This is an optimization exercise on Yosys and OpenROAD, whose aim is small area, not a production implementation.
At most, simulation tests tie the RTL to the original design; equivalence was not proved.
No driver is modelled on the clock port, so clocking that relies on it looks cheaper here than on a real chip.
No activity file was given, so power comes from the tool's default toggle rates.

Design segcodec, start of the top module:
module segcodec (
    input             clk,
    input             rst,
    input             h_req,
    input             h_we,
    input      [1:0]  h_size,     
    input      [12:0] h_addr,
    input      [31:0] h_wdata,
    output            h_done,
    output reg        h_err,
    output reg [31:0] h_rdata,
    output reg        mem_en,
    output reg        mem_we,
    output reg [3:0]  mem_be,
    output reg [8:0]  mem_addr,
    output reg [31:0] mem_wdata,
    input      [31:0] mem_rdata
);
Settings: LEC_CHECK=0, ABC_AREA=1, CAP_MARGIN=20, CORE_MARGIN=2, CORE_UTILIZATION=40, GPL_TIMING_DRIVEN=0, SLEW_MARGIN=20; clock period 6.0 ns.
standard.sh (not shown) runs the stock make flow with config.mk's settings and CLKGATE_MAP_FILE= SYNTH_SCRIPT=/design/flow/synth_recipe.tcl, a recipe that flattens the netlist after the stock synthesis.
==> flow/flow/run.sh <==
#!/bin/bash
# Standard ORFS layout (the standard.sh) with three changes:
#  - minimum-size port buffers (buf_1) instead of the resizer's pick,
#  - a small balanced clock tree built by hand before CTS (flow/clocktree.tcl):
#    one root buffer and eight leaf buffers (TritonCTS then skips the net),
#  - an area-targeted ABC restructuring of the combinational logic after
#    floorplan (registers are left as synthesised).
set -euo pipefail
here=$(pwd)
export BUFFER_PORTS_ARGS="-buffer_cell sky130_fd_sc_hd__buf_1"
export CTS_ARGS="-sink_clustering_enable -repair_clock_nets -dont_use_dummy_load -buf_list {sky130_fd_sc_hd__clkbuf_4 sky130_fd_sc_hd__clkbuf_8}"
export PRE_CTS_TCL="$here/flow/clocktree.tcl"
export CLOCK_LEAVES=8
export CLOCK_LEAF_CELL=sky130_fd_sc_hd__clkbuf_8
export CLOCK_ROOT_CELL=sky130_fd_sc_hd__clkbuf_8
export POST_FLOORPLAN_TCL="$here/flow/restructure.tcl"
export RESTRUCTURE_DIR="$here/restructure"
mkdir -p "$RESTRUCTURE_DIR"
python3 flow/filter_lib.py "$FLOW_HOME/platforms/sky130hd/lib/sky130_fd_sc_hd__tt_025C_1v80.lib" "$RESTRUCTURE_DIR/abc.lib" > filter_lib.log 2>&1
bash standard.sh > standard.log 2>&1
Other scripts of this flow, unchanged in this note and not shown: flow/flow/clocktree.tcl, flow/flow/filter_lib.py, flow/flow/restructure.tcl
The starting point ran to the end with no violations.
Change:
--- a/flow/design.v
+++ b/flow/design.v
@@ -21,38 +21,40 @@
     reg [2:0]  tx_flags;    
     reg [10:0] tx_len;
     reg [5:0]  tx_seq;
     reg [5:0]  tx_ackn;
     reg [3:0]  lastop;      
     reg [2:0]  cause;
     reg        rxv;         
     reg [31:0] rxr;         
     reg [15:0] csum_r;      
-    reg [15:0] rx_size;
-    reg [15:0] cs_len;
+    reg [15:0] ra, rb;      
     reg [13:0] p;           
     reg        cy;          
     wire st_idle  = (state == S_IDLE);
     wire st_prime = (state == S_PRIME);
     wire st_sum   = (state == S_SUM);
     wire st_fin   = (state == S_FIN);
     assign h_done = (state == S_DONE);
     wire [31:0] tx_hdr = {2'b01, tx_flags, tx_len, 2'b00, tx_seq, 2'b00, tx_ackn};
     wire        err    = |cause;
     wire        valid  = (lastop == 4'd2) && (cause == 3'd0);
     wire [31:0] status = {20'd0, lastop, 1'b0, cause, 2'b00, valid, err};
     wire [31:0] rx_hdr = rxv ? {1'b0, 1'b1, rxr[13:0], rxr[31:16]} : 32'd0;
     wire [10:0] plen   = (rx_hdr[26:16] > 11'd1440) ? 11'd1440 : rx_hdr[26:16];
     wire is_reg   = (h_addr[12:5] == 8'd0) && (h_size == 2'd2) && (h_addr[1:0] == 2'b00);
     wire is_frame = h_addr[12] && (h_addr[11:0] < 12'h5A6) && (h_size == 2'd0);
     always @(*) h_err = !(is_reg || is_frame);
     wire       ph31   = &p[4:0];
-    wire       act    = st_idle && h_req && ph31;
+    wire       a_rs   = (h_addr[4:2] == 3'd5);           
+    wire       act    = st_idle && h_req && (&p[4:1]) && (p[0] != a_rs);
+    wire [15:0] rx_size = ra;
+    wire [15:0] cs_len  = rb;
     wire       reg_wr = act && is_reg && h_we;
     wire       cmd_wr = reg_wr && (h_addr[4:2] == 3'd0);
     wire [3:0] opw    = h_wdata[3:0];
     wire enc_bad = tx_len > 11'd1440;
     wire dec_bad = rx_size != 16'd1446;
     wire cs_bad  = cs_len > 16'd1446;
     wire enc_go  = (opw == 4'd1) && !enc_bad;
     wire go      = cmd_wr && (enc_go || ((opw == 4'd2) && !dec_bad) ||
                               ((opw == 4'd3) && !cs_bad));
@@ -81,20 +83,23 @@
     always @(*) begin
         case (ksel)
             2'd0: rbyte = mem_rdata[31:24];
             2'd1: rbyte = mem_rdata[23:16];
             2'd2: rbyte = mem_rdata[15:8];
             default: rbyte = mem_rdata[7:0];
         endcase
     end
     wire rbit = rbyte[c[2:0]];
-    wire [10:0] nsel     = is_enc ? (tx_len + 11'd6) : is_cs ? cs_len[10:0] : 11'd1446;
-    wire        lt       = idx < nsel;
+    wire [10:0] nsel     = is_enc ? (tx_len + 11'd6) : is_cs ? ra[10:0] : 11'd1446;
+    wire        lt_now   = idx < nsel;
+    reg         lt_q;
+    always @(posedge clk) lt_q <= lt_now;
+    wire        lt       = p[0] ? lt_q : lt_now;
     wire        f45      = (idx[10:1] == 10'd2);
     wire        keep     = lt && !(is_enc && f45);
     wire        in_frame = idx < 11'd1446;
     wire        wz       = st_sum && is_enc && !keep && in_frame && (c[2:0] != 3'd7);
     wire        qok      = pinc[13:5] < 9'd362;
     wire cap = st_sum && is_dec && (p[13:5] == 9'd0);
     wire opb = rbit & keep & st_sum;
     wire s   = csum_r[0] ^ opb ^ cy;
     wire co  = (csum_r[0] & opb) | (csum_r[0] & cy) | (opb & cy);
@@ -109,39 +114,40 @@
     end
     always @(*) begin
         if (h_addr[12]) h_rdata = {24'd0, rbyte};
         else case (h_addr[4:2])
             3'd0: h_rdata = 32'd0;
             3'd1: h_rdata = status;
             3'd2: h_rdata = tx_hdr;
             3'd3: h_rdata = rx_hdr;
             3'd4: h_rdata = {16'd0, csum_r};
-            3'd5: h_rdata = {16'd0, rx_size};
-            3'd6: h_rdata = {16'd0, cs_len};
+            3'd5: h_rdata = {16'd0, ra};    
+            3'd6: h_rdata = {16'd0, ra};    
             default: h_rdata = {21'd0, plen};
         endcase
     end
     always @(posedge clk) begin
         csum_r <= (rst || st_prime) ? 16'd0 : {s ^ inv, csum_r[15:1]};
         rxr    <= {cap ? rbit : rxr[0], rxr[31:1]};
+        ra     <= rst ? 16'd0 : (reg_wr && ((h_addr[4:2] == 3'd5) || (h_addr[4:2] == 3'd6)))
+                                ? h_wdata[15:0] : rb;
+        rb     <= rst ? 16'd0 : ra;
     end
     always @(posedge clk) begin
         if (rst) begin
             state    <= S_IDLE;
             tx_flags <= 3'd0;
             tx_len   <= 11'd0;
             tx_seq   <= 6'd0;
             tx_ackn  <= 6'd0;
             lastop   <= 4'd0;
             cause    <= 3'd0;
             rxv      <= 1'b0;
-            rx_size  <= 16'd0;
-            cs_len   <= 16'd0;
             p        <= 14'd0;
             cy       <= 1'b0;
         end else begin
             p  <= pinc[13:0];
             cy <= st_sum & co;
             case (state)
                 S_IDLE: if (act) begin
                     state <= go ? S_PRIME : S_DONE;
                     if (reg_wr) begin
@@ -151,20 +157,18 @@
                                 cause  <= cause0;
                                 if (opw == 4'd2) rxv <= 1'b0;
                             end
                             3'd2: begin
                                 tx_flags <= h_wdata[29:27];
                                 tx_len   <= h_wdata[26:16];
                                 tx_seq   <= h_wdata[13:8];
                                 tx_ackn  <= h_wdata[5:0];
                             end
-                            3'd5: rx_size <= h_wdata[15:0];
-                            3'd6: cs_len  <= h_wdata[15:0];
                             default: ;
                         endcase
                     end
                 end
                 S_PRIME: if (ph31) state <= S_SUM;
                 S_SUM: begin
                     if (is_dec && inv && !s) cause <= 3'd2;
                     if (pend) state <= S_FIN;
                 end
The new run produced a clean layout.
Design area shrinks by 2.3%.
Wire length shrinks by 6.6%.
Cell count shrinks by 0.76%.
Fmax shrinks by 2.9%.
Power shrinks by 14%.
Utilization grows by 1.8 points.
Function not checked in the second run of this note: the RTL went through the layout flow alone.

-- what the ideal ports hide --
The flow's constraints put no driver on any port. The routed layouts listed below were extracted and timed again, unchanged, in two steps. Step 1: set_driving_cell puts a clkbuf_16 on clk and a buf_2 on each other input, an assumption about the parent block. Step 2 times the ports against the registers' clock, not the clock port: input delays grow and output delays shrink by t, the midpoint of the rising clock arrivals with the driver on. Slacks: ideal ports / drivers / drivers and shift; pairs: ideal ports / drivers.
| run | shift t [ns] | setup slack, ns | worst hold slack (ns) | worst setup path at the end | slew at the worst register clock pin (ns) |
|---|---|---|---|---|---|
| the first run | 0.446 | 0.266 / 0.247 / 0.247 | 0.359 / 0.359 / 0.359 | input to output | 0.11 / 0.11 |
| the second run | 0.452 | 0.093 / 0.062 / 0.062 | 0.347 / 0.347 / 0.347 | input to output | 0.12 / 0.12 |
After both steps every run listed still meets setup and hold. For the second run, which loses most, drivers alone change the setup slack by -0.031 ns; drivers and shift together by -0.031 ns.
